Background: an optimization exercise with open tools, aiming at small area, a short achievable clock period and few clock cycles per item. Do not read the settings as production practice.
In this exercise RTL edits were held to simulation tests only and were not proved equivalent to the original.
Power is estimated from default activity; no workload was simulated.

File: run.sh
#!/bin/bash
# synth_recipe.tcl (not shown) runs the flow's synth.tcl, then flattens the netlist and writes it again
# the make line also repeats each setting of config.mk as NAME=value (left out here)
make -C /OpenROAD-flow-scripts/flow DESIGN_CONFIG=/design/flow/config.mk WORK_HOME=/design/flow/orfs CLKGATE_MAP_FILE= SYNTH_SCRIPT=/design/flow/synth_recipe.tcl finish
File: config.mk
export PLATFORM = sky130hd
export DESIGN_NAME = chi_md5
export DESIGN_NICKNAME = chi_md5
export VERILOG_FILES = /design/flow/design.v
export SDC_FILE = /design/flow/constraint.sdc
export NUM_CORES = 4
export LEC_CHECK = 0
export CAP_MARGIN = 20
export CORE_MARGIN = 2
export CORE_UTILIZATION = 40
export SLEW_MARGIN = 20
File: constraint.sdc
create_clock -name core_clock -period 13.0 [get_ports {clk}]
set_input_delay 2.6000 -clock core_clock [delete_from_list [all_inputs] [get_ports {clk}]]
set_output_delay 2.6000 -clock core_clock [all_outputs]
set_load 0.01 [all_outputs]
File: design.v
module chi_md5 (
    input  wire         clk,
    input  wire         rst,           
    input  wire         in_valid,
    output wire         in_ready,
    input  wire         in_first,
    input  wire [511:0] in_block,      
    output reg          out_valid,
    output wire [127:0] out_digest     
);
    localparam [31:0] IV_A = 32'h67452301;
    localparam [31:0] IV_B = 32'hefcdab89;
    localparam [31:0] IV_C = 32'h98badcfe;
    localparam [31:0] IV_D = 32'h10325476;
    localparam [2047:0] K_TAB = {
        32'heb86d391, 32'h2ad7d2bb, 32'hbd3af235, 32'hf7537e82,
        32'h4e0811a1, 32'ha3014314, 32'hfe2ce6e0, 32'h6fa87e4f,
        32'h85845dd1, 32'hffeff47d, 32'h8f0ccc92, 32'h655b59c3,
        32'hfc93a039, 32'hab9423a7, 32'h432aff97, 32'hf4292244,
        32'hc4ac5665, 32'h1fa27cf8, 32'he6db99e5, 32'hd9d4d039,
        32'h04881d05, 32'hd4ef3085, 32'heaa127fa, 32'h289b7ec6,
        32'hbebfbc70, 32'hf6bb4b60, 32'h4bdecfa9, 32'ha4beea44,
        32'hfde5380c, 32'h6d9d6122, 32'h8771f681, 32'hfffa3942,
        32'h8d2a4c8a, 32'h676f02d9, 32'hfcefa3f8, 32'ha9e3e905,
        32'h455a14ed, 32'hf4d50d87, 32'hc33707d6, 32'h21e1cde6,
        32'he7d3fbc8, 32'hd8a1e681, 32'h02441453, 32'hd62f105d,
        32'he9b6c7aa, 32'h265e5a51, 32'hc040b340, 32'hf61e2562,
        32'h49b40821, 32'ha679438e, 32'hfd987193, 32'h6b901122,
        32'h895cd7be, 32'hffff5bb1, 32'h8b44f7af, 32'h698098d8,
        32'hfd469501, 32'ha8304613, 32'h4787c62a, 32'hf57c0faf,
        32'hc1bdceee, 32'h242070db, 32'he8c7b756, 32'hd76aa478
    };
    localparam [79:0] R_TAB = {
        5'd21, 5'd15, 5'd10, 5'd6, 5'd23, 5'd16, 5'd11, 5'd4, 5'd20, 5'd14, 5'd9, 5'd5, 5'd22, 5'd17, 5'd12, 5'd7
    };
    reg  [31:0]  a, b, c, d;         
    reg  [31:0]  h0, h1, h2, h3;     
    reg  [511:0] m;                  
    reg  [5:0]   step;
    reg          busy;
    assign in_ready   = !busy;
    assign out_digest = {h3, h2, h1, h0};
    wire accept = in_valid && in_ready;
    wire [3:0] ridx = {step[5:4], step[1:0]};
    wire [4:0] rval = R_TAB[7'd5 * ridx +: 5];
    reg  [3:0] gval;
    always @(*) begin
        case (step[5:4])
            2'd0: gval = step[3:0];
            2'd1: gval = 4'd1 + {step[3:0], 2'b00} + step[3:0];   
            2'd2: gval = 4'd5 + {step[3:0], 1'b0} + step[3:0];    
            default: gval = {step[3:0], 3'b000} - step[3:0];      
        endcase
    end
    wire [31:0] kval = K_TAB[{step, 5'b00000} +: 32];
    reg  [31:0] f;
    always @(*) begin
        case (step[5:4])
            2'd0:    f = (b & c) | (~b & d);
            2'd1:    f = (d & b) | (~d & c);
            2'd2:    f = b ^ c ^ d;
            default: f = c ^ (b | ~d);
        endcase
    end
    wire [3:0]  g     = gval;
    wire [31:0] mw    = m[{g, 5'b00000} +: 32];
    wire [31:0] sum   = a + f + kval + mw;
    wire [4:0]  r     = rval;
    wire [63:0] sum2  = {sum, sum} << r;
    wire [31:0] b_new = b + sum2[63:32];
    always @(posedge clk) begin
        if (rst) begin
            busy      <= 1'b0;
            out_valid <= 1'b0;
            step      <= 6'd0;
            h0        <= IV_A;
            h1        <= IV_B;
            h2        <= IV_C;
            h3        <= IV_D;
        end else begin
            out_valid <= 1'b0;
            if (accept) begin
                busy <= 1'b1;
                step <= 6'd0;
                m    <= in_block;
                if (in_first) begin
                    a  <= IV_A;  b  <= IV_B;  c  <= IV_C;  d  <= IV_D;
                    h0 <= IV_A;  h1 <= IV_B;  h2 <= IV_C;  h3 <= IV_D;
                end else begin
                    a <= h0;  b <= h1;  c <= h2;  d <= h3;
                end
            end else if (busy) begin
                a    <= d;
                b    <= b_new;
                c    <= b;
                d    <= c;
                step <= step + 6'd1;
                if (step == 6'd63) begin
                    busy      <= 1'b0;
                    out_valid <= 1'b1;
                    h0 <= h0 + d;
                    h1 <= h1 + b_new;
                    h2 <= h2 + b;
                    h3 <= h3 + c;
                end
            end
        end
    end
endmodule
==> impl_metrics.env <==
export IMPL_ctsResizeCount=0
export IMPL_grt_max_degree=162
export IMPL_avgSynthCellArea_sq_um=10.3
export IMPL_routedWlPerCell_microns=28.0
export IMPL_finalHoldViolations=0
export IMPL_crit_type="reg2reg"
export IMPL_fin_skew_ns=0.0383
export IMPL_drt_iter0_markers=5040
export IMPL_drcViolationCount=0
export IMPL_drt_wl_total_microns=197000
export IMPL_slowest_delay_ns=0.59
export IMPL_status="finished clean"
export IMPL_grt_pass1_vias=39100
export IMPL_timing_fmax_ghz=0.0812
export IMPL_grt_pass1_wl_microns=279000
export IMPL_syn_num_nets=5532
export IMPL_cts_hold_buf=0
export IMPL_yosysSeqAreaShare_pct=45.2
export IMPL_tightest_slew_ns=1.12
export IMPL_vias_per_cell=5.85
export IMPL_dp_cells=6829
export IMPL_die_area_sq_um=124000
export IMPL_nNetsFinal=6116
export IMPL_yosysWarnings=1
export IMPL_syn_area_sq_um=48500
export IMPL_rr_worst_depth=48
export IMPL_fin_crit_sh_pct=94.7
export IMPL_final_util_pct=50.1
export IMPL_cts_sinks=776
export IMPL_clkTransAtPathRegs_ns=0.06
export IMPL_die_h_microns=352
export IMPL_drive_above_1_share_pct=9.05
export IMPL_timing_slew_headroom_pct=25.1
export IMPL_place_ws_ns=0.645
export IMPL_hold_path_class="reg2reg"
export IMPL_critPathCaptureType="flip-flop"
export IMPL_syn_to_final_growth_pct=23.9
export IMPL_cellPowerDensity_nw_per_um2=275
export IMPL_ios=646
export IMPL_whs_path_depth=2
export IMPL_dp_hpwl_microns=150000
export IMPL_cap_violations=0
export IMPL_cts_tree="built"
export IMPL_rsz0062_at_grt="no"
export IMPL_fin_cells=7022
export IMPL_core_area_sq_um=120000
export IMPL_fp_row_count=127
export IMPL_initial_core_util_pct=40.4
export IMPL_htreeDepth=3
export IMPL_synth_edf_count=640
export IMPL_clkLatencyLatePin_ns=0.73
export IMPL_crit_arrival_ns=12.87
export IMPL_postCtsSetupBuffers=0
export IMPL_firstDrtPassIters=6
export IMPL_synth_ff_type="edfxtp_1"
export IMPL_antenna_found_initial=41
export IMPL_synth_seq_cells=776
export IMPL_cts_root_buf="clkbuf_16"
export IMPL_leakagePower_uw=0.0226
export IMPL_maxSlewViolCount=0
export IMPL_ir_drop_mv=0.426
export IMPL_holdWs_ns=0.484
export IMPL_place_congestion=0.988
export IMPL_critPathSlowestCell="o311ai_1"
export IMPL_gr_usage_all_layers_pct=30.8
export IMPL_async_flop_share_pct=0
export IMPL_synthCells=4727
export IMPL_grt_overflow=0
export IMPL_port_buffers=645
export IMPL_finalSetupViolCount=0
export IMPL_final_cell_mix="643 x clkdlybuf4s50_1, 640 x edfxtp_1, 532 x nand2_1, 411 x a21oi_1, 397 x nor2_1"
export IMPL_start_kind="flip-flop"
export IMPL_layout_min_cycle_time_ns=12.31
export IMPL_cts_buffers=90
export IMPL_final_common_cell="clkdlybuf4s50_1"
export IMPL_die_w_microns=352
export IMPL_cts_buffer_depth=3
export IMPL_vias=41100
export IMPL_ant_nets=0
export IMPL_tns_ns=0
export IMPL_fin_ws_ns=0.687
export IMPL_ys_types=91
export IMPL_cp_max_fo=32
export IMPL_crit_required_ns=13.56
routing by layer:
layer / part of all wire, % / vias up / global-route usage, %
li1: - / 18800 / -
met1: 42 / 20200 / 42.0
met2: 46 / 1839 / 48.3
met3: 8.0 / 300 / 5.67
met5: 0.031 / - / 0
met4: 4.0 / 8 / 12.2
state kept, by name (all words and copies together) (netlist names):
name,count
a,32
b,32
busy,1
c,32
d,32
h0,32
h1,32
h2,32
h3,32
m,512
out_valid,1
step,6
final timing paths:
kind / start / endpoint / slack, ns
setup / recovery: step[2] / h1[29] / 0.69
hold / removal: h2[31] / h2[31] / 0.48
setup reg to reg: step[2] / h1[29] / 0.69
hold reg to reg: h2[31] / h2[31] / 0.48
worst max-delay path, delay by kind of cell (launching register included):
kind	cells	cell delay (ns)
buffers and inverters	4	0.78
adder cells (fa/ha/maj)	6	2.19
AO/OA/AOI/OAI	23	5.83
XOR/XNOR	5	0.77
flip-flops	1	0.55
AND/OR/NAND/NOR	7	1.24
multiplexers	3	0.75
logic make-up after synthesis:
logic type,synth area share [%]
flops,45.2
compound gates,15.5
fa+ha+maj,8.50
buf+inv,3.63
simple gates,14.4
mux,9.50
xor+xnor,3.26
cell usage after synthesis (14+ instances only):
| cell | number | area share [%] |
|---|---|---|
| and3_1 | 28 | 0.36 |
| or3_1 | 21 | 0.27 |
| o211ai_1 | 30 | 0.46 |
| nand2_1 | 534 | 4.1 |
| nor3_1 | 173 | 1.8 |
| nor2_1 | 400 | 3.1 |
| nand2b_1 | 47 | 0.61 |
| xor2_1 | 54 | 0.97 |
| nand3b_1 | 66 | 1.0 |
| o21ai_1 | 30 | 0.31 |
| o311ai_0 | 14 | 0.25 |
| nor3b_1 | 41 | 0.63 |
| a21oi_1 | 413 | 4.3 |
| inv_1 | 190 | 1.5 |
| ha_1 | 221 | 5.7 |
| a211oi_1 | 50 | 0.77 |
| clkbuf_1 | 198 | 1.5 |
| mux2i_1 | 103 | 2.1 |
| nor2b_1 | 34 | 0.44 |
| and2_1 | 20 | 0.26 |
| fa_1 | 68 | 2.8 |
| nand3_1 | 109 | 1.1 |
| o21ai_0 | 270 | 2.8 |
| dfxtp_1 | 136 | 5.6 |
| xnor2_1 | 124 | 2.2 |
| buf_1 | 63 | 0.49 |
| o31ai_1 | 24 | 0.37 |
| edfxtp_1 | 640 | 40 |
| mux4_2 | 134 | 6.2 |
| mux2_2 | 48 | 1.1 |
| o21a_1 | 38 | 0.59 |
| a31oi_1 | 71 | 0.92 |
| a21o_1 | 79 | 1.2 |
| a311oi_1 | 15 | 0.27 |
through the flow:
stage	power (uW)	area, sq um
after floorplan	11100	48500
after global placement	13800	57100
after detailed placement	13800	57100
after CTS	16400	60000
after global routing	17900	60100
final	16500	60100
power breakdown:
part / leakage [uW] / internal (uW) / switching, uW / total [uW]
clock: 0.00141 / 1410 / 1130 / 2540
sequential: 0.00705 / 2970 / 323 / 3290
combinational: 0.0141 / 4440 / 6280 / 10700
total: 0.0226 / 8820 / 7730 / 16500
layout make-up:
cell class | count | area [sq um]
antenna | 28 | 70.1
clock buffer | 113 | 2370
clock inverter | 50 | 524
fill | 11000 | 60000
inverter | 193 | 724
multi-input combinational | 3485 | 25000
sequential | 776 | 22000
tap | 1612 | 2020
timing repair buffer | 765 | 7500
Testbench counts, summed over its fixed seeds: cycles 219,050, blocks 3,370.

-- port drivers added, routing unchanged --
In the flow no input, the clock included, has a driving cell. The finished layout below was timed again as built, in two steps. Step 1, drivers: a clkbuf_16 drives clk and a buf_2 each remaining input, both assumed. Step 2, shift: input delay + t, output delay - t, t = (earliest + latest rising clock arrival at the registers) / 2. This alone moves slack from input paths to output paths. a / b / c = ideal ports / drivers / drivers and shift; a / b = the first two.
shift t [ns]: 0.786
setup WS [ns]: 0.687 / 0.687 / 0.687
hold slack, ns: 0.484 / 0.484 / 0.484
worst setup path at the end: register to register
After both steps setup and hold are still met in this run. The setup slack of this run moves by 0.000 ns with the drivers and by 0.000 ns with both steps.
